This is an optimization exercise on Yosys and OpenROAD, whose aim is small area and few clock cycles, not a production implementation.
RTL that was checked went through simulation tests only; none was proved equivalent to the original.
For run 6, only the layout was checked, not whether the RTL still works.
Power figures rest on the tool's default switching activity, not on a simulated workload.

File: flow/design.v
module mpd_core (
    input  wire        clk,
    input  wire        rst,         
    input  wire        step,        
    input  wire        load,        
    input  wire [8:0]  load_len,
    input  wire [7:0]  sw,          
    output wire        ready,
    output wire [7:0]  imem_addr,
    input  wire [15:0] imem_data,
    output wire [7:0]  rs_out,
    output wire        halted,
    input  wire [4:0]  dbg_sel,
    output reg  [7:0]  dbg_data
);
    reg [7:0] r0, r1, r2, r3, ac, pc, rs, sp;
    reg [7:0] mem [0:15];
    reg       zf;
    reg [8:0] len;          
    assign ready     = 1'b1;
    assign imem_addr = pc;
    assign rs_out    = rs;
    assign halted    = ({1'b0, pc} >= len);
    wire [4:0] op   = imem_data[12:8];
    wire [3:0] dn   = imem_data[7:4];
    wire [3:0] sn   = imem_data[3:0];
    wire [7:0] data = imem_data[7:0];
    wire d_ok = ~dn[3];
    wire s_ok = ~sn[3];
    wire [2:0] di = dn[2:0];
    wire op_add = (op == 5'h00), op_sub = (op == 5'h01), op_inc = (op == 5'h02),
         op_dec = (op == 5'h03), op_cpl = (op == 5'h04), op_and = (op == 5'h05),
         op_or  = (op == 5'h06), op_xor = (op == 5'h07), op_rr  = (op == 5'h08),
         op_rl  = (op == 5'h09), op_call = (op == 5'h16), op_ret = (op == 5'h17),
         op_jz  = (op == 5'h18), op_store = (op == 5'h19), op_load = (op == 5'h1A),
         op_out = (op == 5'h1B), op_in  = (op == 5'h1C), op_set = (op == 5'h1D),
         op_jmp = (op == 5'h1E), op_mov = (op == 5'h1F);
    wire alu2 = op_add | op_sub | op_and | op_or | op_xor;
    wire alu1 = op_inc | op_dec | op_cpl | op_rr | op_rl;
    wire alu_do = (alu2 & d_ok & s_ok) | (alu1 & d_ok);
    wire [7:0] pc_inc = pc + 8'd1;
    reg [2:0] bsel;
    always @(*) begin
        if (op_out)       bsel = 3'd4;
        else if (op_call) bsel = 3'd5;
        else if (op_ret)  bsel = 3'd7;
        else if (alu1)    bsel = di;
        else              bsel = sn[2:0];
    end
    function [7:0] rdreg(input [2:0] i, input [7:0] q0, input [7:0] q1, input [7:0] q2,
                         input [7:0] q3, input [7:0] q4, input [7:0] q5, input [7:0] q6,
                         input [7:0] q7);
        case (i)
            3'd0: rdreg = q0; 3'd1: rdreg = q1; 3'd2: rdreg = q2; 3'd3: rdreg = q3;
            3'd4: rdreg = q4; 3'd5: rdreg = q5; 3'd6: rdreg = q6; default: rdreg = q7;
        endcase
    endfunction
    wire [7:0] a = rdreg(di,   r0, r1, r2, r3, ac, pc_inc, rs, sp);
    wire [7:0] b = rdreg(bsel, r0, r1, r2, r3, ac, pc_inc, rs, sp);
    wire       use_b = op_add | op_sub | op_rl;
    wire       inv   = op_sub | op_dec;
    wire       cin   = op_sub | op_inc;
    wire [7:0] y     = (b & {8{use_b}}) ^ {8{inv}};
    wire [7:0] sum   = a + y + {7'd0, cin};
    wire       arith = op_add | op_sub | op_inc | op_dec | op_rl;
    reg [3:0] tt;
    always @(*) begin
        if (op_and)      tt = 4'b1000;
        else if (op_or)  tt = 4'b1110;
        else if (op_xor) tt = 4'b0110;
        else if (op_cpl) tt = 4'b0011;
        else             tt = 4'b1010;    
    end
    wire [7:0] lg;
    genvar g;
    generate
        for (g = 0; g < 8; g = g + 1) begin : g_lg
            assign lg[g] = tt[{a[g], b[g]}];
        end
    endgenerate
    wire [7:0] r = arith ? sum : op_rr ? {1'b0, a[7:1]} : lg;
    wire [7:0] mrd = mem[b[3:0]];
    wire [7:0] wv = op_load ? mrd : op_set ? data : op_in ? sw : r;
    wire [7:0] wd = rst ? 8'h00 : wv;
    wire do_step = step & ~halted;
    wire rf_we = alu_do | ((op_mov | op_load) & d_ok & s_ok) | op_set | op_in | op_out | op_call;
    reg [2:0] widx;
    always @(*) begin
        if (op_set | op_in) widx = 3'd4;
        else if (op_out)    widx = 3'd6;
        else if (op_call)   widx = 3'd7;
        else                widx = di;
    end
    wire we = do_step & rf_we;
    wire pc_wv   = (we & (widx == 3'd5)) | (do_step & op_ret);
    wire pc_data = do_step & (op_jmp | op_call | (op_jz & zf));
    always @(posedge clk) begin
        if (rst | (we & (widx == 3'd0))) r0 <= wd;
        if (rst | (we & (widx == 3'd1))) r1 <= wd;
        if (rst | (we & (widx == 3'd2))) r2 <= wd;
        if (rst | (we & (widx == 3'd3))) r3 <= wd;
        if (rst | (we & (widx == 3'd4))) ac <= wd;
        if (rst | (we & (widx == 3'd6))) rs <= wd;
        if (rst | (we & (widx == 3'd7))) sp <= wd;
        if (rst | load | do_step)
            pc <= (rst | load) ? 8'h00 : pc_data ? data : pc_wv ? wv : pc_inc;
        if (rst | (do_step & alu_do))
            zf <= ~rst & (r == 8'h00);
        if (~rst & load)
            len <= load_len;
    end
    wire m_we = do_step & op_store & d_ok & s_ok;
    integer i;
    always @(posedge clk) begin
        for (i = 0; i < 16; i = i + 1)
            if (rst | (m_we & (a[3:0] == i)))
                mem[i] <= wd;
    end
    always @(*) begin
        case (dbg_sel[4:3])
            2'b00:   dbg_data = rdreg(dbg_sel[2:0], r0, r1, r2, r3, ac, pc, rs, sp);
            2'b01: begin
                case (dbg_sel[2:0])
                    3'd0:    dbg_data = {7'b0, zf};
                    3'd1:    dbg_data = len[7:0];
                    3'd2:    dbg_data = {7'b0, len[8]};
                    default: dbg_data = 8'h00;
                endcase
            end
            default: dbg_data = mem[dbg_sel[3:0]];
        endcase
    end
endmodule
File: flow/run.sh
#!/bin/bash
# synth_recipe.tcl (not shown) runs the flow's synth.tcl, then flattens the netlist and writes it again
# the make line also repeats each setting of config.mk as NAME=value (left out here)
make -C /OpenROAD-flow-scripts/flow DESIGN_CONFIG=/design/flow/config.mk WORK_HOME=/design/flow/orfs CLKGATE_MAP_FILE= SYNTH_SCRIPT=/design/flow/synth_recipe.tcl finish
File: flow/config.mk
export PLATFORM = sky130hd
export DESIGN_NAME = mpd_core
export DESIGN_NICKNAME = mpd_core
export VERILOG_FILES = /design/flow/design.v
export SDC_FILE = /design/flow/constraint.sdc
export NUM_CORES = 4
export LEC_CHECK = 0
export ABC_AREA = 1
export CAP_MARGIN = 20
export CORE_MARGIN = 2
export CORE_UTILIZATION = 40
export SLEW_MARGIN = 20
File: flow/constraint.sdc
create_clock -name core_clock -period 8.0 [get_ports {clk}]
set_input_delay 1.6000 -clock core_clock [delete_from_list [all_inputs] [get_ports {clk}]]
set_output_delay 1.6000 -clock core_clock [all_outputs]
set_load 0.01 [all_outputs]
==> results.txt, run 1 <==
- In this run the tightest slew margin relative to its limit is 21.2%.
- The worst hold path endpoint is pc[7].
- Clock-pin slew was measured on the worst setup and hold paths at 0.06 ns.
- The share of total power dissipated in sequential elements is 43.8%.
- The maximum number of pins on one net before global-route repair is 25.
- The core utilization of the finished layout is 47.8%.
- The run finished with no timing, DRC or antenna violations.
- Port buffering added 63 buffers.
- The tree built by TritonCTS fans out to 202 sinks.
- The startpoint identified for the worst hold timing path is mem[0][7].
- The worst setup path is captured at a primary output.
- The dominant combinational cell family by area after synthesis is simple AND/OR/NAND/NOR gates.
- Global routing consumed, over all layers together, 29.5% of the routing resources.
- Setup repair after global routing left no endpoint under its margin.
- Summing the areas of all compound-gate instances in the mapped netlist gives 12.2% of the synthesized area.
- The number of instances resized during post-cts repair is 0.
- After Yosys synthesis, XOR and XNOR cells account for 0.985% of the synthesized area.
- The fraction of final layout cells sized beyond drive strength 1 is 11.2%.
- For this run, asynchronously set or reset flops after synthesis account for 0%.
- The sum of negative setup slack is 0 ns.
- In this run, CTS created clock tree buffers numbering 22.
- In the layout the commonest cells are sky130_fd_sc_hd__nand2_1 (392), sky130_fd_sc_hd__edfxtp_1 (202), sky130_fd_sc_hd__inv_1 (163), sky130_fd_sc_hd__nor2_1 (144), sky130_fd_sc_hd__nand3_1 (135).
- The multiplexer fraction of the synthesized cell area is 0%.
- The critical register-to-register path endpoint is r0[7].
- The relative area change from synthesis to final layout is 17.5%.
- The first global-routing pass estimated just over 70000 um of wire.
- The start of the worst register-to-register path is pc[0].
- Of the available clock period, the critical path in the final layout requires between 80 and 90%.
- The highest attainable clock frequency is 0.143 GHz.
- The final-stage net count is 1672.
- Summing the areas of all fa, ha and maj instances in the mapped netlist gives 1.83% of the synthesized area.
- The critical path is of the primary input to primary output type.
- The number of pins with negative max-slew slack in the final report was 0.
- The worst hold path was traced through 4 stages.
- At the later pin of the worst-skew pair, clock insertion delay measures 0.52 ns.
- The cell sitting at the root of the clock tree is a sky130_fd_sc_hd__clkbuf_16.
- The largest buffer count on any clock path is 3.
- The die covers 0.0326 mm2.
- The setup-violating endpoint count in the final report is 0.
- Summed over all nets, the switching power comes to approximately 1.1 mW.
- The placed wire-length estimate is 37100 um.
- The number of global-route vias before repair was 11400.
- The number of synthesis warnings is 2.
- The cell row count is between 60 and 70.
- The internal power component is 2.14 mW.
- After detailed routing, the number of remaining DRC violations is 0.
- The wire length per cell after detailed routing is roughly 24 um.
- The net count after synthesis is approximately 1500.
- Hold timing on the final database bottoms out at a slack of 0.897 ns.
- For this block, the via count after detailed routing is 11700.
- The shortest period the worst path allows is 7.01 ns.
- The die is 180 um wide.
- The post-cts hold buffer count is 0.
- Summed over all layers, the routed wires come to between 40000 and 50000 um.
- Max-cap violations in this run came to 0.
- The overall die height is approximately 180 um.
- Counting flops with a built-in enable in the synthesized netlist gives 202.
- The critical path data arrival time is between 5 and 6 ns.
- Of the total synthesized cell area, the portion taken by AND, OR, NAND and NOR gates is 29.1%.
- IR analysis of the VDD net gives a maximum drop of 0.189 mV.
- The boundary pin count is 68.
- Of the total power, the share spent switching nets is 34.7%.
- In this run, the number of DRC markers left after iteration 0 of detailed routing was about 1400.
- The post-route clock skew is 0.0278 ns.
- At the pin with the least slew margin, the transition time is between 1 and 1.5 ns.
- The mapped netlist covers 0.0124 mm2.
- Of all nets on the critical path, the largest fanout is 17.
- Combinational logic burns roughly 28% of the power.
- The effective utilization at floorplan is between 40% and 50%.
- After technology mapping, the gate count stands at 1486.
- The H-tree level count is 1.
- The worst-case reg-to-reg path depth is 24.
- The remaining antenna violation count after routing is 0.
- The detailed-route vias per instance is 5.80.
- The first-pass iteration count of the detailed router is 6.
- The flip-flop and latch count after synthesis is 202.
- The routability congestion estimate from global placement is 1.01.
- STA classifies the critical path startpoint as a primary input.
- The total congestion overflow after global routing is 0.
- The mean area per synthesized cell is about 8.4 um2.
- The most used flip-flop cell after synthesis is sky130_fd_sc_hd__edfxtp_1.
- The initial antenna violation count was 0.
- Per report_power, the clock group accounts for 28.2% of the total.
- Data on the critical path is required at its endpoint by 6.40 ns.
- The area of the core region is between 0.03 and 0.04 mm2.
- For this design the ratio of total power to cell area is 224 mW/mm2.
- The library cell used most frequently in the layout, excluding fill and tap cells, is sky130_fd_sc_hd__nand2_1.
- Once the clock tree was built, the setup fixing pass inserted 0 buffers.
- Synthesis instantiated 53 different standard cells from the library.
- The class of the tightest hold or removal check is flip-flop to flip-flop.
- The portion of the post-synthesis area used by sequential elements is 48.7%.
- The TritonCTS clock tree is built.
- The reg-to-reg setup timing slack is approximately 2.8 ns.
- The leakage power is 6.19 nW.
- The final number of hold-violating endpoints is 0.
-- synth_stat cells (3+ instances only) --
cell type / instances / area, um2
sky130_fd_sc_hd__a2111oi_0: 5 / 43.8
sky130_fd_sc_hd__a21oi_1: 49 / 245
sky130_fd_sc_hd__a221oi_1: 33 / 289
sky130_fd_sc_hd__a22o_1: 5 / 43.8
sky130_fd_sc_hd__a32o_1: 4 / 40.0
sky130_fd_sc_hd__buf_2: 8 / 40.0
sky130_fd_sc_hd__buf_4: 8 / 60.1
sky130_fd_sc_hd__buf_6: 4 / 45.0
sky130_fd_sc_hd__clkbuf_1: 15 / 56.3
sky130_fd_sc_hd__clkinv_1: 3 / 11.3
sky130_fd_sc_hd__edfxtp_1: 202 / 6070
sky130_fd_sc_hd__ha_1: 15 / 188
sky130_fd_sc_hd__inv_1: 163 / 612
sky130_fd_sc_hd__inv_2: 12 / 45.0
sky130_fd_sc_hd__nand2_1: 392 / 1470
sky130_fd_sc_hd__nand2_2: 6 / 37.5
sky130_fd_sc_hd__nand2_4: 3 / 33.8
sky130_fd_sc_hd__nand3_1: 135 / 676
sky130_fd_sc_hd__nand3_2: 5 / 50.1
sky130_fd_sc_hd__nand3_4: 5 / 87.6
sky130_fd_sc_hd__nand3b_1: 3 / 22.5
sky130_fd_sc_hd__nand4_1: 42 / 263
sky130_fd_sc_hd__nor2_1: 145 / 544
sky130_fd_sc_hd__nor2_2: 15 / 93.8
sky130_fd_sc_hd__nor2_4: 12 / 135
sky130_fd_sc_hd__nor3_1: 21 / 105
sky130_fd_sc_hd__o2111ai_1: 7 / 61.3
sky130_fd_sc_hd__o211ai_1: 17 / 128
sky130_fd_sc_hd__o21ai_0: 66 / 330
sky130_fd_sc_hd__o21ai_1: 9 / 45.0
sky130_fd_sc_hd__o22ai_1: 30 / 188
sky130_fd_sc_hd__or2_2: 8 / 50.1
sky130_fd_sc_hd__xor2_1: 14 / 123
-- layout make-up --
cell class / instances / area, um2
Antenna cell: 1 / 2.50
Clock buffer: 27 / 591
Clock inverter: 11 / 53.8
Fill cell: 2973 / 16000
Inverter: 179 / 674
Multi-Input combinational cell: 1069 / 5550
Sequential cell: 202 / 6070
Tap cell: 396 / 495
Timing Repair Buffer: 139 / 1200
-- worst max-delay path, cell delays in order --
cell and delay, ns:
sky130_fd_sc_hd__clkdlybuf4s50_1 0.48, sky130_fd_sc_hd__inv_1 0.14, sky130_fd_sc_hd__nor2_1 0.08, sky130_fd_sc_hd__clkinv_1 0.33, sky130_fd_sc_hd__nor2_1 0.28, sky130_fd_sc_hd__a22o_1 0.26
sky130_fd_sc_hd__a221oi_1 0.26, sky130_fd_sc_hd__o2111ai_1 0.32, sky130_fd_sc_hd__a2111oi_0 0.92, sky130_fd_sc_hd__o211ai_1 0.15, sky130_fd_sc_hd__clkdlybuf4s50_1 0.55
-- registers in the layout, summed over array words and instances (netlist names) --
| name | cells |
|---|---|
| r1 | 8 |
| zf | 1 |
| sp | 8 |
| r3 | 8 |
| mem | 128 |
| pc | 8 |
| r2 | 8 |
| ac | 8 |
| len | 9 |
| r0 | 8 |
| rs | 8 |
-- cells by family after synthesis --
kind of cell / Yosys count
adder cells (fa/ha/maj): 17
buffers and inverters: 215
flip-flops: 202
AO/OA/AOI/OAI: 239
XOR/XNOR: 14
other: 1
AND/OR/NAND/NOR: 798
-- power groups by stage --
stage | combinational (mW) | sequential [mW] | clock [mW]
3_5_place_dp | 0.893 | 1.45 | 0
4_1_cts | 0.896 | 1.43 | 0.939
6_report | 0.917 | 1.44 | 0.925
2_1_floorplan | 0.512 | 1.42 | 0
5_1_grt | 0.978 | 1.45 | 0.982
3_3_place_gp | 0.894 | 1.45 | 0
-- metrics by stage --
| stage | cells | total power [mW] | instance area, um2 | setup WS [ns] |
|---|---|---|---|---|
| final | 2024 | 3.28 | 14600 | 0.993 |
| after global placement | 1985 | 2.35 | 14000 | 0.376 |
| after global routing | 2023 | 3.41 | 14600 | 0.656 |
| after floorplan | 1486 | 1.93 | 12400 | 1.93 |
| after CTS | 2023 | 3.27 | 14600 | 0.801 |
| after detailed placement | 1985 | 2.35 | 14000 | 0.308 |
-- layer usage --
metal | up-vias | GRT usage (%) | wire length, um | share of wire, %
met5 | - | 0 | 0 | 0
met4 | 0 | 15.8 | 2990 | 6.1
met3 | 138 | 3.19 | 4320 | 8.9
met2 | 655 | 49.0 | 22700 | 47
met1 | 5524 | 37.9 | 18700 | 38
li1 | 5428 | - | - | -
-- worst max-delay path by stage --
| stage | from | end | slack (ns) | cells past startpoint |
|---|---|---|---|---|
| 5_1_grt | imem_data[8] | r0[7] | 0.66 | 36 |
| 4_1_cts | imem_data[8] | r0[7] | 0.80 | 36 |
| 2_1_floorplan | imem_data[9] | ac[7] | 1.93 | 34 |
| 3_5_place_dp | imem_data[8] | r1[7] | 0.31 | 36 |
| 3_3_place_gp | imem_data[8] | r1[7] | 0.38 | 36 |
| 6_report | dbg_sel[2] | dbg_data[6] | 0.99 | 11 |
Testbench counts, summed over its fixed seeds: cycles 16,064.
==> inputs of run 2 (changes only) <==
--- a/flow/design.v
+++ b/flow/design.v
@@ -40,11 +40,13 @@
     wire alu_do = (alu2 & d_ok & s_ok) | (alu1 & d_ok);
     wire [7:0] pc_inc = pc + 8'd1;
-    reg [2:0] bsel;
+    reg [2:0] asel, bsel;
     always @(*) begin
-        if (op_out)       bsel = 3'd4;
-        else if (op_call) bsel = 3'd5;
-        else if (op_ret)  bsel = 3'd7;
-        else if (alu1)    bsel = di;
-        else              bsel = sn[2:0];
+        if (op_mov | op_store) asel = sn[2:0];
+        else if (op_out)       asel = 3'd4;
+        else if (op_call)      asel = 3'd5;
+        else if (op_ret)       asel = 3'd7;
+        else                   asel = di;
+        if (op_store | alu1)   bsel = di;
+        else                   bsel = sn[2:0];
     end
     function [7:0] rdreg(input [2:0] i, input [7:0] q0, input [7:0] q1, input [7:0] q2,
@@ -56,28 +58,24 @@
         endcase
     endfunction
-    wire [7:0] a = rdreg(di,   r0, r1, r2, r3, ac, pc_inc, rs, sp);
+    wire [7:0] a = rdreg(asel, r0, r1, r2, r3, ac, pc_inc, rs, sp);
     wire [7:0] b = rdreg(bsel, r0, r1, r2, r3, ac, pc_inc, rs, sp);
-    wire       use_b = op_add | op_sub | op_rl;
-    wire       inv   = op_sub | op_dec;
-    wire       cin   = op_sub | op_inc;
-    wire [7:0] y     = (b & {8{use_b}}) ^ {8{inv}};
-    wire [7:0] sum   = a + y + {7'd0, cin};
-    wire       arith = op_add | op_sub | op_inc | op_dec | op_rl;
-    reg [3:0] tt;
-    always @(*) begin
-        if (op_and)      tt = 4'b1000;
-        else if (op_or)  tt = 4'b1110;
-        else if (op_xor) tt = 4'b0110;
-        else if (op_cpl) tt = 4'b0011;
-        else             tt = 4'b1010;    
-    end
-    wire [7:0] lg;
-    genvar g;
+    wire use_b = op_add | op_sub | op_rl | op_xor | op_or | op_and;
+    wire inv   = op_sub | op_dec | op_cpl;
+    wire cin   = op_sub | op_inc;
+    wire kill  = op_xor | op_cpl;
+    wire [7:0] y = (b & {8{use_b}}) ^ {8{inv}};
+    wire [7:0] p = a ^ y;
+    wire [7:0] g = a & y;
+    wire [8:0] c;
+    assign c[0] = cin;
+    genvar k;
     generate
-        for (g = 0; g < 8; g = g + 1) begin : g_lg
-            assign lg[g] = tt[{a[g], b[g]}];
+        for (k = 0; k < 8; k = k + 1) begin : g_cy
+            assign c[k+1] = g[k] | (p[k] & c[k]);
         end
     endgenerate
-    wire [7:0] r = arith ? sum : op_rr ? {1'b0, a[7:1]} : lg;
+    wire [7:0] cc = op_or ? g : kill ? 8'h00 : c[7:0];
+    wire [7:0] s  = p ^ cc;
+    wire [7:0] r  = op_and ? g : op_rr ? {1'b0, a[7:1]} : s;
     wire [7:0] mrd = mem[b[3:0]];
     wire [7:0] wv = op_load ? mrd : op_set ? data : op_in ? sw : r;
@@ -114,5 +112,5 @@
     always @(posedge clk) begin
         for (i = 0; i < 16; i = i + 1)
-            if (rst | (m_we & (a[3:0] == i)))
+            if (rst | (m_we & (b[3:0] == i)))
                 mem[i] <= wd;
     end
--- a/flow/config.mk
+++ b/flow/config.mk
@@ -10,3 +10,4 @@
 export CORE_MARGIN = 2
 export CORE_UTILIZATION = 40
+export CTS_BUF_LIST = sky130_fd_sc_hd__clkbuf_4
 export SLEW_MARGIN = 20
==> run 2 against run 1 <==
Still clean on timing, DRC and antenna. Register-to-register slack better by 0.91 ns. Synthesized cell count down 5.0%. Power increased by 1.6%. Routed wire length shrank 2.0%. Clock power fell by 3.7%. Area after synthesis down 2.2%. Cell count shrank 2.5%. Clock-buffer cell count increased by 45. Design area down 2.7%. Worst setup slack better by 0.061 ns. Via count is 0.42% lower. Die area is 2.1% lower. Largest cell class unchanged.
==> results.txt, run 2 <==
- The core utilization of the finished layout is 47.8%.
- The number of I/O port buffers is 63.
- The number of unique standard cell types used by synthesis is just under 50.
- The total congestion overflow after global routing is 0.
- The routability congestion estimate from global placement is 0.974.
- In this run the worst hold path is classified as flip-flop to flip-flop.
- The number of instances in the synthesized netlist is approximately 1400.
- The number of pins with negative max-slew slack in the final report is 0.
- The largest registers in the layout are mem x128, len x9.
- The worst setup path is captured at a primary output.
- The post-cts hold buffer count is 0.
- Across the run, the number of max-cap violations was 0.
- Net switching is between 30% and 40% of the power.
- The register ranked first by flip-flop count is mem.
- The number of nets handed over by synthesis was 1471.
- The area of the multi-input gates is 0.00531 mm2.
- The highest attainable clock frequency is 0.144 GHz.
- Detailed placement finished with a half-perimeter wire length of 34800 um.
- After filler insertion, the fill cell instance count of the layout stands at between 2000 and 3000.
- The full die area is 0.0319 mm2.
- The leakage power is about 5.9 nW.
- After synthesis, the largest area contributor takes up 49.8% of total cell area.
- The startpoint type of the worst setup path is a primary input.
- After synthesis, the cell types taking the most area are sky130_fd_sc_hd__edfxtp_1 (50%), sky130_fd_sc_hd__nand2_1 (10%), sky130_fd_sc_hd__nand3_1 (6.5%).
- sky130_fd_sc_hd__nand2_1 is the most common cell in the netlist.
- The fraction of final layout cells sized beyond drive strength 1 is 12.5%.
- The H-tree generated during clock tree synthesis spans 2 levels.
- The portion of the post-synthesis area used by sequential elements is 49.8%.
- The wire length per cell after detailed routing is 24.2 um.
- The clock network fraction of design power is between 20% and 30%.
- For this configuration, the core starts out at a cell density of between 40% and 50%.
- The number of global-route vias before repair is about 11000.
- For this run, design rule violations remaining after detail routing come to 0.
- The final number of hold-violating endpoints is 0.
- The final-stage net count is 1607.
- The die is 179 um tall.
- The first global-routing pass estimated 69200 um of wire.
- For the worst-skew pair, the clock arrives at the later sink with an insertion delay of a little under 0.7 ns.
- The number of violations reported at the end of detailed-routing iteration 0 is 1251.
- The largest single stage delay on the critical path is 0.68 ns.
- STA puts the critical path data required time at 6.40 ns.
- The relative area change from synthesis to final layout is 16.9%.
- The remaining antenna violation count after routing is 0.
- STA puts the critical path data arrival time at 5.35 ns.
- In the finished design, the share of the clock period the worst path needs comes to 86.8%.
- The total setup buffers inserted after CTS is 0.
- The highest fanout seen on the critical path is 8.
- The largest buffer count on any clock path is 3.
- For this run, the number of Yosys warnings is 2.
- The detailed-route vias per instance is 5.93.
- The width of the die is ~180 um.
- The critical path goes through clkdlybuf4s50_1, inv_1, nor2_1, buf_4, inv_1, nor2_1, buf_4, a22o_1, a221oi_1, nand4_1, a2111oi_0, o211ai_1, clkdlybuf4s50_1.
- Setup violations remaining at the end of the flow were counted as 0.
- In this run the cell area of the synthesized design comes to 0.0122 mm2.
- The boundary pin count is just under 70.
- The flow ran to the end and the layout has no timing, DRC or antenna violations.
- The path type of the worst setup path is primary input to primary output.
- Leaving out fill and tap cells, the most frequent cells in the layout are sky130_fd_sc_hd__nand2_1 (337), sky130_fd_sc_hd__edfxtp_1 (202), sky130_fd_sc_hd__nand3_1 (158), sky130_fd_sc_hd__inv_1 (152), sky130_fd_sc_hd__nor2_1 (116).
- Subtracting the final worst setup slack from the clock period gives between 6 and 7 ns.
- The biggest area contributor in the post-synthesis netlist is sky130_fd_sc_hd__edfxtp_1.
- The post-layout total power is 3.33 mW.
- Setup repair after global routing left no endpoint under its margin.
- The mean area per synthesized cell is approximately 8.6 um2.
- In this run, synthesis inferred 202 flip-flops with an integrated enable.
- Sequential cells burn 44.9% of the power.
- The largest individual stage delay along the critical path comes from the cell sky130_fd_sc_hd__a2111oi_0.
- VDD sags by at most 0.156 mV.
- The first-pass iteration count of the detailed router is 6.
- The finished layout cell area is between 0.01 and 0.015 mm2.
- TritonCTS built the clock tree.
- The final wirelength is approximately 48000 um.
- The number of clock buffers inserted by TritonCTS is 51.
- The flip-flop and latch area is 0.00607 mm2.
- The post-route clock skew is 0.0496 ns.
- The synthesized design contains 202 register bits.
- The register with the most flip-flops in the layout has 128 of them.
- The combinational share of power is between 20 and 30%.
- The maximum number of pins on one net before global-route repair is 37.
- In the synthesized netlist the async set-or-reset flop fraction comes to 0%.
- The number of clock sinks is 202.
- For the pin with the worst max-slew slack, the measured transition is 0.977 ns.
- The worst-case headroom to the max-slew limit is 34.4%.
- In this run the power spent charging and discharging nets is 1.19 mW.
- The most common cell after layout, fill and taps aside is sky130_fd_sc_hd__nand2_1.
- Ranked by instance count, the synthesized netlist is headed by sky130_fd_sc_hd__nand2_1 (337), sky130_fd_sc_hd__edfxtp_1 (202), sky130_fd_sc_hd__nand3_1 (158).
- In this run, post-CTS repair resized a total of 0 instances.
- The cell row count is 63.
- The internal power of the cells totals 2.14 mW.
- After floorplanning, the core was sized to cover slightly below 0.03 mm2.
- The clock transition at the registers of the reported paths is about 0.07 ns.
- Across every metal layer, demand over resource in global routing totals 30.0%.
- The most used flip-flop cell after synthesis is sky130_fd_sc_hd__edfxtp_1.
- The initial antenna violation count is 1.
- The number of vias after detailed routing is 11700.
- The power per unit of standard cell area is about 230 mW/mm2.
- The clock tree root buffer cell is sky130_fd_sc_hd__clkbuf_4.
- The sum of negative setup slack is 0 ns.
- The total cell area at the placement stage is 0.0136 mm2.
-- run 2: logic make-up (layout without fill, tap and decap cells) --
logic type      count (synthesis)  count (layout)  share of synthesized area, %
other cells                     1               2                        0.0308
flops                         202             202                          49.8
compound gates                247             247                          13.0
fa+ha+maj                      17              17                          1.75
simple gates                  722             722                          27.1
xor+xnor                       18              18                          1.29
buf+inv                       205             375                          7.04
-- run 2: power by group through the flow --
stage | Combinational, mW | Clock, mW | Sequential [mW]
after CTS | 0.923 | 0.911 | 1.49
final | 0.943 | 0.891 | 1.50
after global routing | 1.01 | 0.959 | 1.51
after floorplan | 0.552 | 0 | 1.47
after global placement | 0.917 | 0 | 1.51
after detailed placement | 0.919 | 0 | 1.51
-- run 2: critical path, delay by kind of cell --
kind	cells	cell delay, ns
buffers and inverters	6	1.83
AO/OA/AOI/OAI	4	1.42
AND/OR/NAND/NOR	3	0.48
-- run 2: worst paths after layout --
kind	start	endpoint	slack [ns]	depth (start not counted)
max	dbg_sel[2]	dbg_data[3]	1.05	13
min	mem[0][0]	pc[0]	0.92	6
max reg2reg	pc[0]	mem[3][6]	3.66	20
min reg2reg	mem[0][0]	pc[0]	0.92	6
-- run 2: final cells by class --
class                      instances  share of cell area [%]
sequential                       202                    42.6
multi-input combinational       1005                    37.3
timing repair buffer             125                    7.78
inverter                         163                    4.33
clock buffer                      72                    3.80
tap                              390                    3.43
clock inverter                    15                   0.791
antenna                            1                  0.0176
-- run 2: per-layer routing --
layer,vias to the layer above,share of wire (%),track usage [%]
met3,147,8.9,4.97
met4,0,6.1,17.5
met2,693,47,49.8
li1,5314,-,-
met5,-,0,0
met1,5542,38,36.8
-- run 2: stage by stage --
step	worst slack [ns]	instances	hold WS [ns]
global route	0.827	1973	0.979
floorplan	2.21	1412	0.745
CTS	1.16	1972	0.919
detailed placement	0.935	1885	0.893
finish	1.05	1973	0.924
global placement	0.911	1884	0.894
Testbench counts of run 2, summed over its fixed seeds: cycles 16,064.
==> inputs of run 3 (changes only) <==
==> flow/flow/run.sh (new file) <==
#!/bin/bash
# Layout flow: the standard flow (standard.sh) with
#  - synthesis mapped by ABC's &nf area mapper (flow/synth.tcl),
#  - ports buffered with the smallest buffer, sky130_fd_sc_hd__buf_1,
#  - a clock tree of small clock buffers and no dummy loads.
# ORFS writes each step's full log under orfs/logs/; make's own output goes
# to flow_make.log in the work folder.
set -uo pipefail
W=$PWD
CTS_BUFS=${CTS_BUFS:-sky130_fd_sc_hd__clkbuf_4}
bash standard.sh \
  SYNTH_SCRIPT="$W/flow/synth.tcl" \
  BUFFER_PORTS_ARGS="-buffer_cell sky130_fd_sc_hd__buf_1" \
  CTS_ARGS="-sink_clustering_enable -repair_clock_nets -dont_use_dummy_load -buf_list $CTS_BUFS" \
  finish > "$W/flow_make.log" 2>&1
==> flow/flow/abc_area_nf.script (new file) <==
&get -n
&st
&dch -f
&nf -R 1000 -C 32
&put
==> flow/flow/synth.tcl (new file) <==
# The standard flow's synthesis (synth_recipe.tcl in the work folder), with one change:
# the final technology mapping runs ABC with abc_area_nf.script (the &nf
# area mapper) instead of ORFS's abc_area.script. Everything else, and so
# every register, stays as the standard synthesis makes it.
set flow_dir [file dirname [file normalize [info script]]]
set ::my_abc_script [file join $flow_dir abc_area_nf.script]
proc abc {args} {
  set i [lsearch -exact $args -script]
  if { $i >= 0 } { lset args [expr {$i + 1}] $::my_abc_script }
  yosys abc {*}$args
}
source [file join [file dirname $flow_dir] synth_recipe.tcl]
==> flow/standard.sh (new file) <==
#!/bin/bash
# synth_recipe.tcl (not shown) runs the flow's synth.tcl, then flattens the netlist and writes it again
# the make line also repeats each setting of config.mk as NAME=value (left out here)
make -C /OpenROAD-flow-scripts/flow DESIGN_CONFIG=/design/flow/config.mk WORK_HOME=/design/flow/orfs CLKGATE_MAP_FILE= SYNTH_SCRIPT=/design/flow/synth_recipe.tcl "${@:-finish}"
--- a/flow/config.mk
+++ b/flow/config.mk
@@ -10,4 +10,3 @@
 export CORE_MARGIN = 2
 export CORE_UTILIZATION = 40
-export CTS_BUF_LIST = sky130_fd_sc_hd__clkbuf_4
 export SLEW_MARGIN = 20
removed: flow/run.sh
==> run 3 against run 2 <==
Clock skew rose by 0.036 ns. Synthesized cell count fell by 38%. Power shrank 13%. Global-route usage down 2.1 points. Non-clock buffer count grew 54. Largest cell class unchanged. Largest power group unchanged. Sequential power hardly changed.
==> results.txt, run 3 <==
- The flow ran to the end and the layout has no timing, DRC or antenna violations.
- The area of the core region is 0.0258 mm2.
- A synthesized cell averages 11.9 um2.
- From synthesis to final layout, the design area changed by 18.8%.
- The library cell used most frequently in the layout, excluding fill and tap cells, is sky130_fd_sc_hd__edfxtp_1.
- By area the synthesized netlist is led by sky130_fd_sc_hd__edfxtp_1 (58%), sky130_fd_sc_hd__a222oi_1 (5.2%), sky130_fd_sc_hd__a22oi_1 (4.3%).
- Detailed placement ended at an HPWL of 29000 um.
- The wire length per cell after detailed routing is 27.2 um.
- The effective utilization at floorplan is 40.5%.
- The class of the tightest hold or removal check is flip-flop to flip-flop.
- The number of clock sinks is 202.
- The synthesized design contains 202 enable-type register cells.
- The die is 166 um wide.
- The period utilization is around 92%.
- The cell row count is 59.
- The die is roughly 170 um tall.
- The clock network latency to the later pin of the worst-skew pair is 0.65 ns.
- TritonCTS created 51 clock buffers.
- The number of nets handed over by synthesis was 936.
- The worst-case IR drop observed on VDD is 0.153 mV.
- Of the synthesized area, sequential elements account for 58.0%.
- The tool flagged a number of max-cap violations equal to 0.
- Yosys mapped the design onto 48 distinct sky130hd cell types.
- The netlist area before placement is 0.0105 mm2.
- Setup violations remaining at the end of the flow were counted as 0.
- The register ranked first by flip-flop count is mem.
- Cells with a size suffix above 1 make up 16.1% of the layout.
- The final hold slack is slightly above 1 ns.
- The slew at the pin with the worst max-slew slack is 1.20 ns.
- The remaining design rule violation count is 0.
- Headroom to the max-slew limit came out at around 20%.
- After detailed routing, the total wire length is between 30000 and 40000 um.
- The shortest period the worst path allows is between 7 and 8 ns.
- The leakage power is 4.51 nW.
- Gates resized during post-CTS repair numbered 0.
- For this run, asynchronously set or reset flops after synthesis account for 0%.
- The power per unit of standard cell area is 234 mW/mm2.
- The first detailed-routing pass took 7 iterations.
- STA classifies the critical path endpoint as a flip-flop.
- For this run, the top clock speed supported by timing is 0.135 GHz.
- The data required time at the worst endpoint is about 8.3 ns.
- The number of global-route vias before repair is 9239.
- After layout, the design draws a total of 2.91 mW.
- The maximum cell stage delay along the critical path is 0.59 ns.
- The total setup buffers inserted after CTS is 0.
- 68 I/O pins were placed.
- Entering global routing, the biggest net connects 40 pins.
- The most numerous cell in the Yosys netlist is sky130_fd_sc_hd__edfxtp_1.
- The number of pins with negative max-slew slack in the final report was 0.
- The final route contains approximately 9500 vias.
- At the end of the flow, the number of nets in the layout was 1167.
- The routability congestion estimate from global placement is 1.00.
- In the final layout, the registers with the most flip-flops are mem x128, len x9.
- The number of synthesis warnings is 2.
- The largest buffer count on any clock path is 3.
- The post-cts hold buffer count is 0.
- The number of flip-flops under the largest register name is between 100 and 150.
- The prevailing post-synth register cell is sky130_fd_sc_hd__edfxtp_1.
- Synthesis inferred 202 register bits.
- After global routing the overflow that remains totals 0.
- At the worst endpoint, the arrival time is 7.69 ns.
- The H-tree level count is 2.
- The number of instances in the synthesized netlist is between 800 and 900.
- Clock-pin slew was measured on the worst setup and hold paths at ~0.070 ns.
- The full die area is around 0.027 mm2.
- The final number of hold-violating endpoints is 0.
- Setup repair after global routing left no endpoint under its margin.
- CTS placed an instance of sky130_fd_sc_hd__clkbuf_4 at the clock tree root.
- The remaining antenna violation count after routing is 0.
- TritonCTS built the clock tree.
- The first global-routing pass estimated about 58000 um of wire.
- The post-route clock skew is 0.0860 ns.
- The library cells used most frequently in the layout, excluding fill and tap cells, are sky130_fd_sc_hd__edfxtp_1 (202), sky130_fd_sc_hd__buf_4 (115), sky130_fd_sc_hd__nand2_1 (76), sky130_fd_sc_hd__nor2_1 (66), sky130_fd_sc_hd__buf_1 (62).
- Counting instances in the post-synthesis netlist gives the leading cell types as sky130_fd_sc_hd__edfxtp_1 (202), sky130_fd_sc_hd__nand2_1 (76), sky130_fd_sc_hd__nor2_1 (70).
- STA classifies the critical path startpoint as a primary input.
- Along the worst path, the maximum fanout reaches 23.
- Global routing used 27.9% of the available tracks.
- The path type of the worst setup path is primary input to flip-flop.
- The area fraction of the dominant cell type after synthesis is 58.0%.
- The number of cells on the worst reg-to-reg path is 24.
- The detailed router finished its first iteration with 1677 violations.
- The largest individual stage delay along the critical path comes from the cell sky130_fd_sc_hd__nor2b_4.
- The biggest area contributor in the post-synthesis netlist is sky130_fd_sc_hd__edfxtp_1.
- The initial antenna violation count came to 5.
- During placement, the flow inserted port buffers numbering 63.
- The detailed-route vias per instance is 6.60.
- The worst hold path was traced through 4 stages.
run 3: changes by cell type after synthesis, sizes merged, moves of 29 or more:
cell | before | now
nand2 | 345 | 76
o22ai | 54 | 5
a222oi | 0 | 54
a22oi | 2 | 60
nand3 | 162 | 30
buf | 30 | 1
nand4 | 61 | 17
inv | 160 | 0
nor2 | 130 | 70
run 3: logic make-up (layout without fill, tap and decap cells):
logic type | Yosys count | count (layout) | synth area share [%]
other | 1 | 4 | 0.0359
buffers and inverters | 18 | 247 | 0.682
muxes | 10 | 10 | 0.981
AOI/OAI and AO/OA | 339 | 339 | 24.5
DFF | 202 | 202 | 58.0
adders and majority gates | 17 | 17 | 2.03
xor gates and xnor gates | 21 | 21 | 1.76
and+or+nand+nor | 269 | 269 | 12.0
run 3: through the flow:
stage          worst slack [ns]  TNS (ns)  std cells  area [um2]  utilization, %
2_1_floorplan             0.484         0        877       10500               -
3_3_place_gp             -0.271     -6.20       1390       12000            46.5
3_5_place_dp             -0.344     -7.88       1390       12000            46.5
4_1_cts                   0.221         0       1441       12400            48.0
5_1_grt                  0.0920         0       1442       12400            48.1
6_report                  0.606         0       1444       12400            48.1
run 3: layout make-up:
| class | count | area, um2 |
|---|---|---|
| fill | 2428 | 13400 |
| sequential | 202 | 6070 |
| multi-input combinational | 657 | 4370 |
| timing repair buffer | 179 | 1120 |
| tap | 335 | 419 |
| clock buffer | 51 | 383 |
| inverter | 17 | 63.8 |
| antenna | 3 | 7.51 |
run 3: final timing paths:
kind,from,endpoint,slack [ns]
worst max-delay path,imem_data[10],r1[6],0.61
worst max register to register,pc[0],r1[6],2.42
worst min register to register,mem[0][3],pc[3],1.04
worst min-delay path,mem[0][3],pc[3],1.04
run 3: layer usage:
metal	share of wire [%]	wire length (um)	track usage, %
met5	0.066	26	0
met3	9.3	3670	4.99
met4	5.4	2120	14.5
met1	39	15200	36.0
met2	47	18300	45.0
run 3: power by group:
| group | switching [mW] | total, mW | internal [mW] |
|---|---|---|---|
| combinational | 0.497 | 0.755 | 0.258 |
| clock | 0.344 | 0.632 | 0.288 |
| sequential | 0.125 | 1.52 | 1.40 |
| total | 0.967 | 2.91 | 1.94 |
run 3: worst max-delay path: cells and delay by family:
| kind | cells | cell delay [ns] |
|---|---|---|
| compound gates | 15 | 2.63 |
| xor+xnor | 2 | 0.23 |
| fa+ha+maj | 1 | 0.29 |
| buf+inv | 3 | 0.38 |
| mux | 1 | 0.37 |
| simple gates | 9 | 2.15 |
==> inputs of run 4 (changes only) <==
--- a/flow/flow/run.sh
+++ b/flow/flow/run.sh
@@ -8,8 +8,8 @@
 set -uo pipefail
 W=$PWD
-CTS_BUFS=${CTS_BUFS:-sky130_fd_sc_hd__clkbuf_4}
+CTS_OPTS=${CTS_OPTS:--buf_list sky130_fd_sc_hd__clkbuf_4 -sink_clustering_size 8 -sink_clustering_max_diameter 50}
 bash standard.sh \
   SYNTH_SCRIPT="$W/flow/synth.tcl" \
   BUFFER_PORTS_ARGS="-buffer_cell sky130_fd_sc_hd__buf_1" \
-  CTS_ARGS="-sink_clustering_enable -repair_clock_nets -dont_use_dummy_load -buf_list $CTS_BUFS" \
+  CTS_ARGS="-sink_clustering_enable -repair_clock_nets -dont_use_dummy_load $CTS_OPTS" \
   finish > "$W/flow_make.log" 2>&1
--- a/flow/config.mk
+++ b/flow/config.mk
@@ -9,4 +9,5 @@
 export CAP_MARGIN = 20
 export CORE_MARGIN = 2
-export CORE_UTILIZATION = 40
+export CORE_UTILIZATION = 60
+export GPL_TIMING_DRIVEN = 0
 export SLEW_MARGIN = 20
==> run 4 against run 3 <==
Via count shrank 1.9%. Design area fell by 7.4%. Highest routed layer is now met4. Largest power group unchanged. Non-clock buffer count is 104 lower. Clock-buffer cell count down 21. Hold slack gained 0.0023 ns. Critical path type unchanged.
==> results.txt, run 4 <==
- The run finished with no timing, DRC or antenna violations.
- The clock tree root buffer cell is sky130_fd_sc_hd__clkbuf_4.
- The register ranked first by flip-flop count is mem.
- The largest registers in the layout are mem x128, len x9.
- The first global-routing pass estimated 52800 um of wire.
- The full die area is ~0.018 mm2.
- The number of flip-flops under the largest register name is 128.
- After filler insertion, the fill cell instance count of the layout stands at approximately 1300.
- The number of unique standard cell types used by synthesis is 48.
- Once layout is complete, the utilization of the core stands at 67.0%.
- Leaving out fill and tap cells, the most frequent cells in the layout are sky130_fd_sc_hd__edfxtp_1 (202), sky130_fd_sc_hd__nand2_1 (76), sky130_fd_sc_hd__nor2_1 (61), sky130_fd_sc_hd__a22oi_1 (60), sky130_fd_sc_hd__buf_1 (60).
- Counting every instance in the synthesized netlist gives 877.
- Setup repair after global routing left no endpoint under its margin.
- The final number of hold-violating endpoints is 0.
- The number of synthesis warnings is 2.
- For the pin with the worst max-slew slack, the measured transition is 1.30 ns.
- The power per unit of standard cell area is 234 mW/mm2.
- The period utilization is 97.3%.
- The number of placed cells counting well taps is between 1000 and 1500.
- The worst-case reg-to-reg path depth is 21.
- The routed design could run at a clock period as short as 7.78 ns.
- Leaving out filler cells and counting taps, the final layout contains 1207.
- The class of the tightest hold or removal check is flip-flop to flip-flop.
- The worst hold path stage count is 3.
- The effective utilization at floorplan is 60.9%.
- The clock reaches the later pin of the worst-skew pair after 0.68 ns.
- The net count after synthesis is 936.
- With fillers left out, the area of the finished cells amounts to 0.0115 mm2.
- For this run, asynchronously set or reset flops after synthesis account for 0%.
- The leakage power is a little under 4 nW.
- The number of global-route vias before repair came to 8861.
- Sorting the synthesized cells by area gives the leading types as sky130_fd_sc_hd__edfxtp_1 (58%), sky130_fd_sc_hd__a222oi_1 (5.2%), sky130_fd_sc_hd__a22oi_1 (4.3%).
- Entering global routing, the biggest net connects 39 pins.
- The maximum cell stage delay along the critical path is 0.60 ns.
- Setup slack on the critical path of the routed design comes to 0.217 ns.
- Dividing the detail-routed via count by the number of cells gives 7.75.
- After synthesis the netlist holds a flip-flop and latch count of 202.
- The post-route clock skew is approximately 0.058 ns.
- The number of vias after detailed routing is 9349.
- STA puts the critical path data required time at 8.51 ns.
- The most common cell after layout, fill and taps aside is sky130_fd_sc_hd__edfxtp_1.
- The relative area change from synthesis to final layout is 10.1%.
- In the global route stage, met1 resource usage came out at 45.9%.
- Counting instances in the post-synthesis netlist gives the leading cell types as sky130_fd_sc_hd__edfxtp_1 (202), sky130_fd_sc_hd__nand2_1 (76), sky130_fd_sc_hd__nor2_1 (70).
- The worst slack at placement is -1.36 ns.
- The total overflow left after global routing is 0.
- The overall die height is 136 um.
- The H-tree level count is 1.
- At the end of the flow, the number of nets in the layout was about 1000.
- The width of the die is 136 um.
- The met2 track demand over resource is 66.0%.
- The library cell appearing most often on the critical path is sky130_fd_sc_hd__a21o_1.
- In this run, CTS created clock tree buffers numbering 30.
- STA classifies the critical path startpoint as a primary input.
- The first TritonRoute pass finished after 13 iterations.
- The number of flops mapped to enable cells by yosys is around 200.
- Data on the critical path arrives at its endpoint at a little over 8 ns.
- The initial antenna violation count is 2.
- The routability congestion estimate from global placement is 1.09.
- The met3 demand-to-capacity share in global routing is under 10%.
- The highest-utilization routing layer at the global route stage is met2.
- The highest attainable clock frequency is 0.128 GHz.
- The clock transition at the registers of the reported paths is 0.08 ns.
- The overall fraction of global-route tracks in use is 39.0%.
- Summed over all instances, the cell type with the most area after synthesis is sky130_fd_sc_hd__edfxtp_1.
- The synthesized design devotes to its leading area cell type 58.0% of total area.
- Sequential elements use about three fifths of the synthesized area.
- TritonCTS built the clock tree.
- Of all nets on the critical path, the largest fanout is 16.
- In this run the count of I/O pins placed on the die edge is 68.
- The wire length per cell after detailed routing is 30.5 um.
- Input and output buffers added on the ports amount to between 60 and 70.
- The max-capacitance violation count is 0.
- The mean area per synthesized cell is 11.9 um2.
- Among all flip-flop cells after synthesis, the most frequent one is sky130_fd_sc_hd__edfxtp_1.
- For this run, design rule violations remaining after detail routing come to 0.
- The category of the worst setup path capture point is a flip-flop.
- In this run the cell area measured after placement is 0.0112 mm2.
- The highest ir drop seen on vdd is 0.214 mV.
- The longest clock path from root to sink contains 3 buffers.
- In this run the tightest slew margin relative to its limit is 11.0%.
- The area of the core region is 0.0172 mm2.
- The number of pins with negative max-slew slack in the final report is 0.
- Buffers inserted to repair hold after CTS numbered 0.
- The number of clock sinks is 202.
- The routed design has 36800 um of wire.
- In this run, the number of DRC markers left after iteration 0 of detailed routing was 1617.
- Summed over all nets, the half-perimeter wirelength after detailed placement is 26900 um.
- The most numerous cell in the Yosys netlist is sky130_fd_sc_hd__edfxtp_1.
- After floorplanning, the core was divided into 48 placement rows.
- In the final layout, the share of cells above drive strength 1 is 7.75%.
- In this run the remaining antenna-violating nets after routing total 0.
- The standard cell with the maximum stage delay on the critical path is sky130_fd_sc_hd__nor3_2.
- Setup violations remaining at the end of the flow were counted as 0.
- The path type of the worst setup path is primary input to flip-flop.
- The netlist area before placement is 0.0105 mm2.
[run 4: cell counts after synthesis]
Identical to the previous run, type by type.
[run 4: power breakdown]
part	switching, mW	internal, mW
Clock	0.318	0.171
Combinational	0.484	0.212
Sequential	0.119	1.39
Total	0.920	1.77
[run 4: cells by family (layout without fill, tap and decap cells)]
| group | count (synthesis) | count (layout) | synth area share [%] |
|---|---|---|---|
| simple gates | 269 | 269 | 12.0 |
| xor+xnor | 21 | 21 | 1.76 |
| flops | 202 | 202 | 58.0 |
| other cells | 1 | 2 | 0.0359 |
| mux | 10 | 10 | 0.981 |
| compound gates | 339 | 339 | 24.5 |
| fa+ha+maj | 17 | 17 | 2.03 |
| buf+inv | 18 | 122 | 0.682 |
[run 4: layer usage]
layer | vias to the layer above | wire, um
met2 | 812 | 17500
li1 | 3935 | -
met1 | 4412 | 12300
met5 | - | 0
met4 | 0 | 2880
met3 | 190 | 4080
[run 4: final timing paths]
path | from | to | slack (ns)
worst min-delay path | pc[0] | pc[0] | 1.04
worst min register to register | pc[0] | pc[0] | 1.04
worst max register to register | pc[0] | mem[12][5] | 2.43
worst max-delay path | imem_data[11] | mem[12][5] | 0.22
[run 4: what timing repair did]
item / 4_1_cts / 5_1_grt
setup endpoints to repair: 72 / 71
pin swaps: 0 / 0
gates resized for setup: 10 / 11
setup buffers: 0 / 0
[run 4: area by class of cell]
cell class,count,area (um2),share of cell area (%)
Inverter,17,63.8,0.554
Clock buffer,30,225,1.96
Antenna cell,1,2.50,0.0217
Buffer,1,7.51,0.0652
Multi-Input combinational cell,657,4480,38.9
Tap cell,225,282,2.45
Timing Repair Buffer,74,385,3.35
Sequential cell,202,6070,52.7
[run 4: per-stage QoR]
step / hold slack (ns) / power, mW / TNS, ns
floorplan: 0.771 / 1.85 / 0
global placement: 0.971 / 2.12 / -246.62
detailed placement: 0.985 / 2.17 / -110.81
CTS: 1.02 / 2.65 / 0
global route: 1.06 / 2.78 / 0
finish: 1.04 / 2.69 / 0
[run 4: critical path, delay by kind of cell]
| family | cells | cell delay (ns) |
|---|---|---|
| mux | 1 | 0.46 |
| simple gates | 7 | 1.97 |
| fa+ha+maj | 1 | 0.36 |
| buf+inv | 2 | 0.55 |
| xor+xnor | 2 | 0.17 |
| compound gates | 13 | 3.17 |
==> inputs of run 5 (changes only) <==
--- a/flow/config.mk
+++ b/flow/config.mk
@@ -9,5 +9,5 @@
 export CAP_MARGIN = 20
 export CORE_MARGIN = 2
-export CORE_UTILIZATION = 60
+export CORE_UTILIZATION = 40
 export GPL_TIMING_DRIVEN = 0
 export SLEW_MARGIN = 20
==> run 5 against run 4 <==
Area after synthesis is the same. Clock-buffer cell count increased by 4. Still clean on timing, DRC and antenna. Design area rose by 2.8%. Largest power group unchanged. Synthesized cell count stayed put. Largest cell class unchanged. Register-to-register slack better by 0.03 ns. Flip-flop and latch count stayed put.
==> results.txt, run 5 <==
- Headroom to the max-slew limit came out at 18.6%.
- The initial utilization of the core area, before any placement, comes to 40.5%.
- Compared with the post-synthesis result, the final layout area differs by 13.2%.
- The number of global-route vias before repair is 8836.
- The slew at the pin with the worst max-slew slack is between 1 and 1.5 ns.
- Dividing the final minimum period by the clock period gives 96.6%.
- After detailed routing, the total wire length is roughly 40000 um.
- TritonCTS built the clock tree.
- The initial antenna violation count was 5.
- The standard cell with the maximum stage delay on the critical path is sky130_fd_sc_hd__a221o_1.
- The number of flops mapped to enable cells by yosys is a little over 200.
- The worst hold path belongs to the class flip-flop to flip-flop.
- The library cell used most frequently in the layout, excluding fill and tap cells, is sky130_fd_sc_hd__edfxtp_1.
- In the routed design, unresolved DRC markers number 0.
- Clock-pin slew was measured on the worst setup and hold paths at 0.08 ns.
- The register with the most flip-flops in the layout has 128 of them.
- In this run the count of I/O pins placed on the die edge is 68.
- For this design the ratio of total power to cell area is ~240 mW/mm2.
- The die covers 0.0274 mm2.
- The number of placed instances, taps included, is 1283.
- Among all cell types in the netlist, the one instantiated most often is sky130_fd_sc_hd__edfxtp_1.
- Of all nets on the critical path, the largest fanout is 8.
- The congestion estimate from routability-driven global placement came to 0.949.
- The first routing iteration left 1653 violations.
- The wire length of the first global-routing pass is around 58000 um.
- The fraction of final layout cells sized beyond drive strength 1 is 9.19%.
- The remaining antenna violation count after routing is 0.
- The cell that appears most often on the critical path is sky130_fd_sc_hd__a21o_1.
- The number of clock sinks is 202.
- The region available for standard cell placement spans 0.0258 mm2.
- The flow ran to the end and the layout has no timing, DRC or antenna violations.
- STA puts the critical path data required time at 8.43 ns.
- Summed over its instances, the top area cell type makes up roughly 58% of the synthesized netlist area.
- More flip-flops sit in one register than any other, and that register is mem.
- Measured along the x axis, the die boundary spans 166 um.
- The final-stage net count is roughly 1100.
- Clock tree synthesis inserted a total of 34 buffers.
- Entering global routing, the biggest net connects 26 pins.
- Across all hold checks on the routed design, the worst slack comes to 1.07 ns.
- The final number of hold-violating endpoints is 0.
- STA classifies the critical path endpoint as a flip-flop.
- The share of async-settable or async-resettable flops after synthesis is 0%.
- Synthesis produced a netlist with a net count of 936.
- For the final database, setup skew stands at roughly 0.086 ns.
- The netlist area before placement is 0.0105 mm2.
- The flip-flop and latch count after synthesis is 202.
- Each instance of the synthesized netlist takes up on average 11.9 um2.
- The biggest area contributor in the post-synthesis netlist is sky130_fd_sc_hd__edfxtp_1.
- The core utilization of the finished layout is between 40 and 50%.
- The wire length per cell after detailed routing is 30.2 um.
- The portion of the post-synthesis area used by sequential elements is 58.0%.
- The synthesized netlist contains 48 unique library cells.
- The post-layout instance count excluding filler cells is around 1300.
- Summed over all layers, the global routing overflow is 0.
- The post-cts hold buffer count is 0.
- The library cells used most frequently in the layout, excluding fill and tap cells, are sky130_fd_sc_hd__edfxtp_1 (202), sky130_fd_sc_hd__nand2_1 (76), sky130_fd_sc_hd__nor2_1 (61), sky130_fd_sc_hd__a22oi_1 (60), sky130_fd_sc_hd__buf_1 (58).
- STA puts the critical path data arrival time at around 8.2 ns.
- The cell row count is 59.
- Dividing the detail-routed via count by the number of cells gives between 7 and 8.
- The highest attainable clock frequency is between 0.1 and 0.15 GHz.
- The first detailed-routing pass ran for 9 iterations.
- In the final layout, the registers with the most flip-flops are mem x128, len x9.
- During synthesis, Yosys emitted a total of 2 warnings.
- The highest ir drop seen on vdd is 0.138 mV.
- The critical path is of the primary input to flip-flop type.
- The placed wire-length estimate is roughly 28000 um.
- OpenSTA, run right after detailed placement, puts the worst setup slack at -1.51 ns.
- The number of pins with negative max-slew slack in the final report came to 0.
- Setup slack closes at 0.272 ns.
- The prevailing post-synth register cell is sky130_fd_sc_hd__edfxtp_1.
- The overall die height is around 170 um.
- In this run the number of H-tree levels came out at 2.
- In this design, the stage delay of the slowest critical-path cell is 0.46 ns.
- The filler cell count in the final layout is 2429.
- The leakage power is 3.99 nW.
- The setup-violating endpoint count in the final report is 0.
- The later pin in the worst-skew pair is clocked with a latency of 0.66 ns.
- The overall fraction of global-route tracks in use is around 28%.
- CTS placed an instance of sky130_fd_sc_hd__clkbuf_4 at the clock tree root.
- The number of I/O port buffers is 63.
- Max-cap violations in this run came to 0.
- Ranked by total cell area, the synthesized netlist is headed by sky130_fd_sc_hd__edfxtp_1 (58%), sky130_fd_sc_hd__a222oi_1 (5.2%), sky130_fd_sc_hd__a22oi_1 (4.3%).
- The number of vias after detailed routing is 9334.
- The startpoint type of the worst setup path is a primary input.
- The routed design could run at a clock period as short as between 7 and 8 ns.
- Sorting the synthesized cells by how often they occur yields sky130_fd_sc_hd__edfxtp_1 (202), sky130_fd_sc_hd__nand2_1 (76), sky130_fd_sc_hd__nor2_1 (70).
- The largest buffer count on any clock path is 3.
- The number of instances in the synthesized netlist is approximately 880.
[run 5: cell counts after synthesis]
Identical to the previous run, type by type.
[run 5: area by class of cell]
type                            count  area (um2)  area share (%)
Antenna cell                        4        10.0          0.0846
Tap cell                          335         419            3.54
Clock buffer                       34         255            2.16
Buffer                              1        7.51          0.0634
Sequential cell                   202        6070            51.3
Timing Repair Buffer               77         425            3.60
Multi-Input combinational cell    659        4590            38.8
Inverter                           17        63.8           0.539
[run 5: power breakdown]
part | total, mW | internal (mW) | switching (mW)
clock | 0.548 | 0.196 | 0.352
combinational | 0.742 | 0.232 | 0.510
sequential | 1.51 | 1.39 | 0.121
total | 2.80 | 1.82 | 0.983
[run 5: through the flow]
stage	cell area (um2)	power (mW)	TNS, ns
2_1_floorplan	10500	1.85	0
3_3_place_gp	11100	2.16	-325.47
3_5_place_dp	11300	2.20	-121.76
4_1_cts	11600	2.75	0
5_1_grt	11800	2.90	-0.0717
6_report	11800	2.80	0
[run 5: logic make-up after synthesis]
family          count (synthesis)  share of synthesized area [%]
compound gates                339                           24.5
fa+ha+maj                      17                           2.03
mux                            10                          0.981
buf+inv                        18                          0.682
other cells                     1                         0.0359
xor+xnor                       21                           1.76
simple gates                  269                           12.0
flops                         202                           58.0
[run 5: metal layers]
| layer | wire length, um | GRT usage [%] |
|---|---|---|
| met5 | 0 | 0 |
| met4 | 2450 | 13.3 |
| met3 | 3710 | 4.92 |
| met2 | 18800 | 47.0 |
| met1 | 15100 | 35.5 |
[run 5: what timing repair did]
action | 4_1_cts | 5_1_grt
endpoints found under the setup margin | 72 | 72
gates resized for setup | 10 | 25
gates cloned | 1 | 1
hold endpoints to repair | 0 | 0
buffers inserted | 2 | 3
pin swaps | 0 | 2
[run 5: worst max-delay path, delay by kind of cell]
kind / cells / cell delay [ns]
AO/OA/AOI/OAI: 17 / 3.41
XOR/XNOR: 2 / 0.26
adder cells (fa/ha/maj): 1 / 0.36
buffers and inverters: 1 / 0.16
multiplexers: 2 / 0.56
AND/OR/NAND/NOR: 12 / 1.78
[run 5: final timing paths]
check / depth (start not counted) / end / from / slack (ns)
worst max-delay path: 35 / pc[6] / imem_data[10] / 0.27
worst min-delay path: 5 / zf / r2[5] / 1.07
worst max register to register: 27 / pc[6] / pc[0] / 2.46
worst min register to register: 5 / zf / r2[5] / 1.07
==> inputs of run 6 (changes only) <==
--- a/flow/design.v
+++ b/flow/design.v
@@ -58,6 +58,14 @@
         endcase
     endfunction
-    wire [7:0] a = rdreg(asel, r0, r1, r2, r3, ac, pc_inc, rs, sp);
-    wire [7:0] b = rdreg(bsel, r0, r1, r2, r3, ac, pc_inc, rs, sp);
+    function [7:0] ohsel(input [7:0] oh, input [7:0] q0, input [7:0] q1, input [7:0] q2,
+                         input [7:0] q3, input [7:0] q4, input [7:0] q5, input [7:0] q6,
+                         input [7:0] q7);
+        ohsel = ({8{oh[0]}} & q0) | ({8{oh[1]}} & q1) | ({8{oh[2]}} & q2) | ({8{oh[3]}} & q3) |
+                ({8{oh[4]}} & q4) | ({8{oh[5]}} & q5) | ({8{oh[6]}} & q6) | ({8{oh[7]}} & q7);
+    endfunction
+    wire [7:0] aoh = 8'd1 << asel;
+    wire [7:0] boh = 8'd1 << bsel;
+    wire [7:0] a = ohsel(aoh, r0, r1, r2, r3, ac, pc_inc, rs, sp);
+    wire [7:0] b = ohsel(boh, r0, r1, r2, r3, ac, pc_inc, rs, sp);
     wire use_b = op_add | op_sub | op_rl | op_xor | op_or | op_and;
     wire inv   = op_sub | op_dec | op_cpl;
--- a/flow/flow/run.sh
+++ b/flow/flow/run.sh
@@ -1,5 +1,6 @@
 #!/bin/bash
 # Layout flow: the standard flow (standard.sh) with
-#  - synthesis mapped by ABC's &nf area mapper (flow/synth.tcl),
+#  - synthesis mapped for area by ABC (&deepsyn, then the &nf mapper;
+#    flow/synth.tcl, flow/abc_area_nf.script),
 #  - ports buffered with the smallest buffer, sky130_fd_sc_hd__buf_1,
 #  - a clock tree of small clock buffers and no dummy loads.
==> flow/flow/abc_area_nf.script (replaced) <==
&get -n
&st
&deepsyn -T 60
&dch -f
&nf -R 1000 -C 32
&put
--- a/flow/flow/synth.tcl
+++ b/flow/flow/synth.tcl
@@ -1,5 +1,5 @@
 # The standard flow's synthesis (synth_recipe.tcl in the work folder), with one change:
-# the final technology mapping runs ABC with abc_area_nf.script (the &nf
-# area mapper) instead of ORFS's abc_area.script. Everything else, and so
+# the final technology mapping runs ABC with abc_area_nf.script (&deepsyn and
+# the &nf area mapper) instead of ORFS's abc_area.script. Everything else, and so
 # every register, stays as the standard synthesis makes it.
 set flow_dir [file dirname [file normalize [info script]]]
--- a/flow/config.mk
+++ b/flow/config.mk
@@ -9,5 +9,5 @@
 export CAP_MARGIN = 20
 export CORE_MARGIN = 2
-export CORE_UTILIZATION = 40
+export CORE_UTILIZATION = 55
 export GPL_TIMING_DRIVEN = 0
 export SLEW_MARGIN = 20
==> run 6 against run 5 <==
Critical path depth down 8. Combinational power down 12%. First-iteration DRC count up 34%. Design area down 4.5%. Flip-flop and latch count unchanged. Global-route usage up 12 points. Synthesized cell count down 2.5%. Sequential share of layout area up 2.4 points. Die area down 28%. Highest routed layer unchanged.
==> results.txt, run 6 <==
- The core utilization of the finished layout is 62.5%.
- The overall die height is 140 um.
- The start of the worst register-to-register path is pc[2].
- The initial antenna violation count is 1.
- The startpoint type of the worst setup path is a primary input.
- The data required time at the worst endpoint is around 8.4 ns.
- The number of placed instances, taps included, is 1167.
- The filler cell count in the final layout is 1417.
- The core region is ~0.018 mm2.
- The smallest setup slack after layout is 0.476 ns.
- In this run the mean area of a mapped cell was 12.0 um2.
- The synthesized design contains 202 register bits.
- Detailed placement finished with a half-perimeter wire length of approximately 27000 um.
- The first-pass iteration count of the detailed router is 10.
- STA puts the critical path data arrival time at 7.93 ns.
- The overall fraction of global-route tracks in use is 40.1%.
- The path type of the worst setup path is primary input to flip-flop.
- The routability congestion estimate from global placement is around 1.0.
- The total congestion overflow after global routing is 0.
- The post-route netlist has 8.15% of its cells at a drive strength greater than 1.
- Clock-pin slew was measured on the worst setup and hold paths at 0.08 ns.
- The clock network latency to the later pin of the worst-skew pair is just under 0.7 ns.
- The combinational share of power is 24.2%.
- Setup violations remaining at the end of the flow were counted as 0.
- The tool flagged a number of max-cap violations equal to 0.
- For this run, the leading register cell type out of synthesis is sky130_fd_sc_hd__edfxtp_1.
- The maximum cell stage delay along the critical path is 0.68 ns.
- After synthesis, the cell types taking the most area are sky130_fd_sc_hd__edfxtp_1 (59%), sky130_fd_sc_hd__a222oi_1 (7.0%), sky130_fd_sc_hd__a22oi_1 (4.8%).
- The final number of hold-violating endpoints was 0.
- In this run the worst path has a maximum fanout of 23.
- The class of the tightest hold or removal check is flip-flop to flip-flop.
- The portion of the post-synthesis area used by sequential elements is 59.2%.
- The final-stage net count is 1030.
- The internal power component is between 1.5 and 2 mW.
- The shortest period the worst path allows is 7.52 ns.
- The area growth from synthesis to layout is 10.4%.
- The register ranked first by flip-flop count is mem.
- The largest registers in the layout are mem x128, len x9.
- After the first detailed-routing iteration, the DRC count stood at 2220.
- Power spread over the standard cell area amounts to 237 mW/mm2.
- The number of flip-flops under the largest register name is 128.
- Once detail routing completed, the nets flagged for antenna violations numbered 0.
- The largest total area in the synthesized netlist belongs to sky130_fd_sc_hd__edfxtp_1.
- The post-cts hold buffer count is 0.
- The worst min-delay path startpoint is pc[0].
- The final hold slack is approximately 0.87 ns.
- Clock tree synthesis selected as its root buffer the cell sky130_fd_sc_hd__clkbuf_4.
- The period utilization is around 94%.
- The effective utilization at floorplan is 56.6%.
- At the pin with the least slew margin, the transition time is 1.29 ns.
- The launch point of the worst path is imem_data[12].
- The worst-case headroom to the max-slew limit is 13.5%.
- The TritonCTS clock tree is built.
- Setup repair after global routing left no endpoint under its margin.
- Summed over all layers, the routed wires come to 40300 um.
- After synthesis, the largest area contributor takes up 59.2% of total cell area.
- The worst slack at placement is -0.214 ns.
- Entering global routing, the biggest net connects 29 pins.
- The number of synthesis warnings is 2.
- The highest ir drop seen on vdd is 0.185 mV.
- The most common cell after layout, fill and taps aside is sky130_fd_sc_hd__edfxtp_1.
- The boundary pin count is 68.
- In this run, synthesis inferred 202 flip-flops with an integrated enable.
- The switching share of total power is 34.4%.
- CTS built an H-tree with a depth of 1.
- The net count after synthesis is 914.
- Synthesis instantiated 50 different standard cells from the library.
- The post-route clock skew is 0.0399 ns.
- The leakage power is 3.77 nW.
- The clock network fraction of design power is between 10% and 20%.
- In the layout the commonest cells are sky130_fd_sc_hd__edfxtp_1 (202), sky130_fd_sc_hd__nand2_1 (109), sky130_fd_sc_hd__a222oi_1 (72), sky130_fd_sc_hd__a22oi_1 (65).
- Among cell families on the critical path, the largest total delay comes from compound AO/OA/AOI/OAI gates.
- The sequential fraction of design power is 57.1%.
- The die covers 0.0197 mm2.
- Overall power consumption after layout is estimated at 2.68 mW.
- The library cell appearing most often on the critical path is sky130_fd_sc_hd__a21oi_1.
- The run finished with no timing, DRC or antenna violations.
- The number of global-route vias before repair is between 8000 and 9000.
- The first global-routing pass estimated roughly 58000 um of wire.
- The highest attainable clock frequency is around 0.13 GHz.
- The number of I/O port buffers is 63.
- Across all layers, the routed design uses 9546 vias.
- The number of clock sinks is 202.
- By count the netlist is led by sky130_fd_sc_hd__edfxtp_1 (202), sky130_fd_sc_hd__nand2_1 (109), sky130_fd_sc_hd__a222oi_1 (72).
- The remaining design rule violation count is 0.
- The width of the die is 140 um.
- For this run, asynchronously set or reset flops after synthesis account for 0%.
- The post-layout instance count excluding filler cells is approximately 1200.
- The wire length per cell after detailed routing is 33.6 um.
- The category of the worst setup path capture point is a flip-flop.
- In this run the cell area of the synthesized design comes to ~0.010 mm2.
- In this run, CTS created clock tree buffers numbering 30.
- The critical path buffer and inverter count is 2.
- The slowest stage of the critical path is the sky130_fd_sc_hd__nor2_1 cell.
- In the routed layout, each cell is associated on average with a via count of 7.96.
- In the post-synthesis netlist, the cell with the most instances is sky130_fd_sc_hd__edfxtp_1.
- The floorplan has between 40 and 50 rows.
- The analysis attributes to net switching a power of 0.922 mW.
- The number of instances in the synthesized netlist is approximately 860.
- The number of pins with negative max-slew slack in the final report was 0.
- The clock passes through at most 3 buffers.
==> run 6: cell count changes in the layout (fill, tap and decap cells not counted), sizes merged, moves of 13 or more <==
cell | before | now
a21o | 23 | 5
a22o | 21 | 8
nand2 | 76 | 109
o21ai | 54 | 27
a222oi | 54 | 72
==> run 6: cell type report <==
cell class / count / area, um2 / share of cell area, %
buffer: 1 / 7.51 / 0.0664
sequential: 202 / 6070 / 53.7
tap: 229 / 287 / 2.53
inverter: 20 / 75.1 / 0.664
timing repair buffer: 84 / 414 / 3.66
antenna: 1 / 2.50 / 0.0221
clock buffer: 30 / 225 / 1.99
multi-input combinational: 632 / 4230 / 37.4
==> run 6: timing repair <==
action,CTS,global route
buffers inserted,0,0
resized for setup,0,1
setup endpoints to repair,0,23
==> run 6: path summary, 6_finish.rpt <==
kind | slack, ns | cells after the start | to
setup / recovery | 0.48 | 27 | mem[15][7]
hold / removal | 0.87 | 1 | pc[0]
setup reg to reg | 2.52 | 12 | r2[4]
hold reg to reg | 0.87 | 1 | pc[0]
==> run 6: kinds of logic (layout without fill, tap and decap cells) <==
kind of cell    count (synthesis)  in the layout  share of synthesized area, %
compound gates                302            302                          22.9
simple gates                  294            294                          13.3
flops                         202            202                          59.2
buf+inv                        21            135                         0.806
fa+ha+maj                      17             17                          2.08
mux                            10             10                         0.990
xor+xnor                        8              8                         0.684
other cells                     1              2                        0.0366
==> run 6: power by group through the flow <==
stage / registers (mW) / clock network [mW] / logic (mW)
5_1_grt: 1.54 / 0.550 / 0.679
6_report: 1.53 / 0.502 / 0.650
3_3_place_gp: 1.54 / 0 / 0.574
3_5_place_dp: 1.55 / 0 / 0.613
2_1_floorplan: 1.50 / 0 / 0.351
4_1_cts: 1.52 / 0.504 / 0.615
==> run 6: per-layer routing <==
| metal | GRT usage [%] | share of wire (%) | up-vias |
|---|---|---|---|
| li1 | - | - | 3885 |
| met1 | 51.3 | 33 | 4458 |
| met2 | 62.0 | 45 | 995 |
| met3 | 11.1 | 15 | 208 |
| met4 | 22.8 | 6.7 | 0 |
| met5 | 0 | 0 | - |
==> run 6: per-stage QoR <==
step | cell area, um2 | setup TNS [ns]
global route | 11300 | 0
global placement | 10800 | -42.46
detailed placement | 11100 | -4.91
floorplan | 10200 | 0
CTS | 11300 | 0
finish | 11300 | 0

Check on run 6: ideal ports give 0.476 ns setup slack; a clkbuf_16 on the clock port and buf_2 on the inputs give 0.486 ns; moving port delays by the midpoint clock arrival (0.704 ns) as well gives -0.218 ns.
